This is an optimization exercise on Yosys and OpenROAD, whose aim is small area, a short achievable clock period and few clock cycles per item, not a production implementation.
The RTL was checked by simulation tests, not by an equivalence proof against the original design.
Power figures rest on the tool's default switching activity, not on a simulated workload.

== run A ==
## curve_tangler
module curve_tangler (
    input  wire        clk,
    input  wire        rst,         
    input  wire        cmd_valid,
    output wire        cmd_ready,
    input  wire [1:0]  cmd_op,
    input  wire [63:0] cmd_arg,
    output wire        rsp_valid,
    input  wire        rsp_ready,
    output wire [63:0] rsp_data
);
    reg  valid;
    assign cmd_ready = ~valid | rsp_ready;
    assign rsp_valid = valid;
    wire hil = cmd_op[1];
    wire det = cmd_op[0];
    wire ent = hil & ~det;           
    wire [31:0] ax = cmd_arg[63:32];
    wire [31:0] ay = cmd_arg[31:0];
    wire [31:0] u, s, lm01, lm10, lv0, lv1;
    genvar k;
    generate for (k = 0; k < 32; k = k + 1) begin : g_leaf
        assign u[k]    = det ? cmd_arg[2*k+1] : ax[k];
        assign s[k]    = det ? cmd_arg[2*k] : (ax[k] ^ ay[k]);
        assign lm01[k] = ent & s[k];
        assign lm10[k] = ent & ~s[k];
        assign lv0[k]  = hil & s[k] & u[k];
        assign lv1[k]  = hil & ~(s[k] | u[k]);
    end endgenerate
    wire gmc_1;
    assign gmc_1 = (lv0[31] ^ (lm01[30] & lv1[31]) ^ lv0[30]);
    wire gmp_2;
    assign gmp_2 = ((lm10[30] & lv0[31]) ^ lv1[31] ^ lv1[30]);
    wire gm_3;
    assign gm_3 = ~((lm01[28] & lm10[29]));
    wire gm_4;
    assign gm_4 = (lm01[29] ^ lm01[28]);
    wire gm_5;
    assign gm_5 = (lm10[28] ^ lm10[29]);
    wire gm_6;
    assign gm_6 = ~((lm10[28] & lm01[29]));
    wire gm_7;
    assign gm_7 = (lv0[29] ^ (lm01[28] & lv1[29]) ^ lv0[28]);
    wire gm_8;
    assign gm_8 = ((lm10[28] & lv0[29]) ^ lv1[29] ^ lv1[28]);
    wire gmc_9;
  ...
For scale: ~2000 cells after synthesis, about 81 flip-flops, about 140 I/O pins, about 12000 um2 of cells after synthesis.
clock: 10.0 ns
lec_check: 0
abc_area: 1
cap_margin: 20
core_margin: 2
core_utilization: 40
gpl_routability_driven: 1
gpl_timing_driven: 1
place_density: 0.6
slew_margin: 20
standard.sh (not shown) runs the stock make flow with config.mk's settings and CLKGATE_MAP_FILE= SYNTH_SCRIPT=/design/flow/synth_recipe.tcl, a recipe that flattens the netlist after the stock synthesis.
==> flow/flow/run.sh <==
#!/bin/bash
# The standard layout, with these changes to how it is made:
#  - if flow/abc_area.script exists, ABC maps the logic with it
#  - the setup repair aims at the slack margin in flow/margin.txt
#  - the port buffers are sky130_fd_sc_hd__buf_2
# Registers, constraints and clock period are those of the standard flow.
set -euo pipefail
MARGIN=$(cat flow/margin.txt)
rm -rf scripts_x
cp -r "$FLOW_HOME/scripts" scripts_x
if [[ -f flow/abc_area.script ]]; then
  cp flow/abc_area.script scripts_x/abc_area.script
fi
bash standard.sh "SCRIPTS_DIR=$PWD/scripts_x" "SETUP_SLACK_MARGIN=$MARGIN" \
  "BUFFER_PORTS_ARGS=-buffer_cell sky130_fd_sc_hd__buf_2" finish > flow_make.log 2>&1
==> flow/flow/margin.txt <==
5
Testbench counts of run A, summed over its fixed seeds: cycles 8,008, items 8,000.
Input changes introduced in run B (baseline for comparison: run A):
diff --git a/flow/flow/run.sh b/flow/flow/run.sh
--- a/flow/flow/run.sh
+++ b/flow/flow/run.sh
@@ -4,3 +4,3 @@
 #  - the setup repair aims at the slack margin in flow/margin.txt
-#  - the port buffers are sky130_fd_sc_hd__buf_2
+#  - the port buffers are sky130_fd_sc_hd__buf_1
 # Registers, constraints and clock period are those of the standard flow.
@@ -14,2 +14,2 @@
 bash standard.sh "SCRIPTS_DIR=$PWD/scripts_x" "SETUP_SLACK_MARGIN=$MARGIN" \
-  "BUFFER_PORTS_ARGS=-buffer_cell sky130_fd_sc_hd__buf_2" finish > flow_make.log 2>&1
+  "BUFFER_PORTS_ARGS=-buffer_cell sky130_fd_sc_hd__buf_1" finish > flow_make.log 2>&1
==> flow/flow/margin.txt <==
4.95
## What came out
Changes observed in run B relative to run A: internal portion of total power fell by about 10%; worst-case hold slack fell by 32 ps. The post-layout utilization of the core of run B falls short of that of run A by 2.2 points. Run B vs run A, multi-input logic portion of the cell area went up by 1.7 points. Diff run A -> run B | number of resized instances in the post-cts repair step | decrease of 6. The higher cell count along the critical path of run B and run A is in run B. [compare] base=run A new=run B: design area fell by 660 um2, global-route usage held, maximum number of pins on one net before global-route repair picked up an extra 31%. Highest net fanout along the worst path | run B below run A. cmd_arg[51] as the critical path launch point was reported by run B, and cmd_op[1] by run A.
Input-level comparison between run C and run B:
diff --git a/flow/flow/run.sh b/flow/flow/run.sh
--- a/flow/flow/run.sh
+++ b/flow/flow/run.sh
@@ -4,3 +4,3 @@
 #  - the setup repair aims at the slack margin in flow/margin.txt
-#  - the port buffers are sky130_fd_sc_hd__buf_1
+#  - the port buffers are sky130_fd_sc_hd__buf_2
 # Registers, constraints and clock period are those of the standard flow.
@@ -14,2 +14,2 @@
 bash standard.sh "SCRIPTS_DIR=$PWD/scripts_x" "SETUP_SLACK_MARGIN=$MARGIN" \
-  "BUFFER_PORTS_ARGS=-buffer_cell sky130_fd_sc_hd__buf_1" finish > flow_make.log 2>&1
+  "BUFFER_PORTS_ARGS=-buffer_cell sky130_fd_sc_hd__buf_2" finish > flow_make.log 2>&1
==> flow/flow/margin.txt <==
4.5
### Flow results
Area overhead of the layout relative to synthesis: run B and run C compared, lower one is run C
Run C vs. run B: worst-case clock skew was more or less identical, worst ir drop on vdd decreased by about 18% relative to the old numbers, post-layout worst setup margin fell 370 ps, utilization after layout -0.86 points.
| estimated wirelength of the detail-placed design | run C vs run B | ≈ equal |

---

curve_tangler, a different RTL version from the one above (not shown whole).
For scale: ~97 flip-flops, ~140 I/O pins, ~13000 um2 of cells after synthesis.
## curve_tangler
module curve_tangler (
    input  wire        clk,
    input  wire        rst,         
    input  wire        cmd_valid,
    output wire        cmd_ready,
    input  wire [1:0]  cmd_op,
    input  wire [63:0] cmd_arg,
    output wire        rsp_valid,
    input  wire        rsp_ready,
    output wire [63:0] rsp_data
);
    reg  valid;
    assign cmd_ready = ~valid | rsp_ready;
    assign rsp_valid = valid;
    wire hil = cmd_op[1];
    wire det = cmd_op[0];
    wire ent = hil & ~det;           
    wire [31:0] ax = cmd_arg[63:32];
    wire [31:0] ay = cmd_arg[31:0];
    wire [31:0] u, s, lm01, lm10, lv0, lv1;
    genvar k;
    generate for (k = 0; k < 32; k = k + 1) begin : g_leaf
        assign u[k]    = det ? cmd_arg[2*k+1] : ax[k];
        assign s[k]    = det ? cmd_arg[2*k] : (ax[k] ^ ay[k]);
        assign lm01[k] = ent & s[k];
        assign lm10[k] = ent & ~s[k];
        assign lv0[k]  = hil & s[k] & u[k];
        assign lv1[k]  = hil & ~(s[k] | u[k]);
    end endgenerate
    wire t0c_1;
    assign t0c_1 = (lv0[31] ^ (lm01[30] & lv1[31]) ^ lv0[30]);
    wire t0p_2;
  ...
==> flow/config.mk <==
export PLATFORM = sky130hd
export DESIGN_NAME = curve_tangler
export DESIGN_NICKNAME = curve_tangler
export VERILOG_FILES = /design/flow/design.v
export SDC_FILE = /design/flow/constraint.sdc
export NUM_CORES = 4
export LEC_CHECK = 0
export ABC_AREA = 1
export CAP_MARGIN = 20
export CORE_MARGIN = 2
export CORE_UTILIZATION = 40
export GPL_ROUTABILITY_DRIVEN = 1
export GPL_TIMING_DRIVEN = 1
export PLACE_DENSITY = 0.6
export SLEW_MARGIN = 20
==> flow/constraint.sdc <==
create_clock -name core_clock -period 10.0 [get_ports {clk}]
set_input_delay 2.0000 -clock core_clock [delete_from_list [all_inputs] [get_ports {clk}]]
set_output_delay 2.0000 -clock core_clock [all_outputs]
set_load 0.01 [all_outputs]
==> flow/flow/run.sh <==
#!/bin/bash
set -euo pipefail
MARGIN=$(cat flow/margin.txt)
bash standard.sh "SETUP_SLACK_MARGIN=$MARGIN" "BUFFER_PORTS_ARGS=-buffer_cell sky130_fd_sc_hd__buf_2" finish > flow_make.log 2>&1
==> flow/flow/margin.txt <==
5
Testbench counts at the start, summed over its fixed seeds: cycles 8,008, items 8,000.
==> next run, changes <==
==> flow/flow/run.sh (replaced) <==
#!/bin/bash
# The standard layout, with three changes to how it is made:
#  - ABC maps the logic with the area script in flow/abc_area.script (amap)
#  - the setup repair aims at the slack margin in flow/margin.txt
#  - the port buffers are sky130_fd_sc_hd__buf_2
# Registers, constraints and clock period are those of the standard flow.
set -euo pipefail
MARGIN=$(cat flow/margin.txt)
rm -rf scripts_x
cp -r "$FLOW_HOME/scripts" scripts_x
cp flow/abc_area.script scripts_x/abc_area.script
bash standard.sh "SCRIPTS_DIR=$PWD/scripts_x" "SETUP_SLACK_MARGIN=$MARGIN" \
  "BUFFER_PORTS_ARGS=-buffer_cell sky130_fd_sc_hd__buf_2" finish > flow_make.log 2>&1
==> flow/flow/abc_area.script (new file) <==
strash
dch
amap
topo
stime -c
buffer -c
upsize -c
dnsize -c
=> Worst hold slack got worse by 0.094 ns; clock power drops by about 5%; setup slack got worse by 0.89 ns; synthesized cell count drops by 23%; die area drops by 16%; via count drops by 10%.
==> next run, changes <==
==> flow/flow/run.sh (replaced) <==
#!/bin/bash
set -euo pipefail
MARGIN=$(cat flow/margin.txt)
bash standard.sh "SETUP_SLACK_MARGIN=$MARGIN" "BUFFER_PORTS_ARGS=-buffer_cell sky130_fd_sc_hd__buf_2" finish > flow_make.log 2>&1
==> flow/flow/margin.txt (replaced) <==
5.5
removed: flow/flow/abc_area.script
What happened: The changed run completed with no timing, DRC or antenna violations. Via count rises by 18%. Area after synthesis rises by 19%. Cell area rises by 24%. Global-route usage rises by 1.6 points. Wire length rises by 25%. Die area rises by 18%.
==> next run, changes <==
==> flow/flow/margin.txt (replaced) <==
6
The new run went through all stages and came out clean.
Routed wire length grows by 7.4%.
Setup slack gets worse by 0.025 ns.
Power went up by 6.4%.
Clock power stays flat.
First-iteration DRC count came out higher by 6.5%.
Combinational power rises by about 10%.
Register-to-register slack improves by 0.08 ns.
Sequential share of layout area shrinks by 1.5 points.
Critical path depth is higher by 1.
Area after synthesis is unchanged.
==> next run, changes <==
==> flow/flow/run.sh (replaced) <==
#!/bin/bash
# The standard layout, with these changes to how it is made:
#  - if flow/abc_area.script exists, ABC maps the logic with it
#  - the setup repair aims at the slack margin in flow/margin.txt
#  - the port buffers are sky130_fd_sc_hd__buf_2
# Registers, constraints and clock period are those of the standard flow.
set -euo pipefail
MARGIN=$(cat flow/margin.txt)
rm -rf scripts_x
cp -r "$FLOW_HOME/scripts" scripts_x
if [[ -f flow/abc_area.script ]]; then
  cp flow/abc_area.script scripts_x/abc_area.script
fi
bash standard.sh "SCRIPTS_DIR=$PWD/scripts_x" "SETUP_SLACK_MARGIN=$MARGIN" \
  "BUFFER_PORTS_ARGS=-buffer_cell sky130_fd_sc_hd__buf_2" finish > flow_make.log 2>&1
==> flow/flow/margin.txt (replaced) <==
5
- ABC_CLOCK_PERIOD_IN_PS: not set -> 2500
The changed run passed the timing, DRC and antenna checks.
Setup slack gets worse by 0.027 ns.
Cell area drops by 19%.
Global-route usage drops by 5.6 points.
Wire length drops by about 17%.
Clock power hardly moves.
Area after synthesis is unchanged.
Count of clock-buffer cells in the layout stays the same.
==> next run, changes <==
- ABC_CLOCK_PERIOD_IN_PS: 2500 -> not set
- CTS_BUF_LIST: not set -> sky130_fd_sc_hd__clkbuf_4 sky130_fd_sc_hd__clkbuf_8
- CTS_CLUSTER_SIZE: not set -> 30
The new run finished with timing, DRC and antenna clean.
First-iteration DRC count is higher by 2.6%.
Total power shrinks by about 2.4%.
Synthesized cell count does not change.

[separate check: timing with driven ports]
How much do the figures lean on ideal ports? The routed layouts below were timed once more, with nothing changed but the port constraints.
Step 1, drivers: a clkbuf_16 drives clk and a buf_2 each remaining input, both assumed.
Step 2 times the ports against the registers' clock, not the clock port: input delays grow and output delays shrink by t, the midpoint of the rising clock arrivals with the driver on.
Slacks: ideal ports / drivers / drivers and shift; pairs: ideal ports / drivers.
run | t, ns | setup slack, ns | worst setup path after step 2 | worst register clock-pin slew, ns | cell pins on the clock port's net
run A | 0.378 | 5.201 / 5.047 / 4.670 | input to register | 0.07 / 0.07 | 1
run B | 0.376 | 5.223 / 5.124 / 4.748 | input to register | 0.07 / 0.07 | 1
run C | 0.369 | 4.856 / 4.859 / 4.490 | input to register | 0.06 / 0.06 | 1
the first run of note 2 | 0.404 | 5.130 / 4.946 / 4.541 | input to register | 0.08 / 0.08 | 1
the second run of note 2 | 0.399 | 4.240 / 4.125 / 3.727 | input to register | 0.08 / 0.08 | 1
the third run of note 2 | 0.416 | 5.182 / 5.022 / 4.606 | input to register | 0.09 / 0.09 | 1
the fourth run of note 2 | 0.400 | 5.157 / 4.919 / 4.519 | input to register | 0.08 / 0.08 | 1
the fifth run of note 2 | 0.404 | 5.130 / 4.946 / 4.541 | input to register | 0.08 / 0.08 | 1
the sixth run of note 2 | 0.433 | 5.045 / 4.864 / 4.430 | input to register | 0.11 / 0.11 | 1
After both steps setup and hold are still met in every run listed. The setup slack of the fourth run of note 2, which loses most, moves by -0.238 ns with the drivers and by -0.638 ns with both steps.
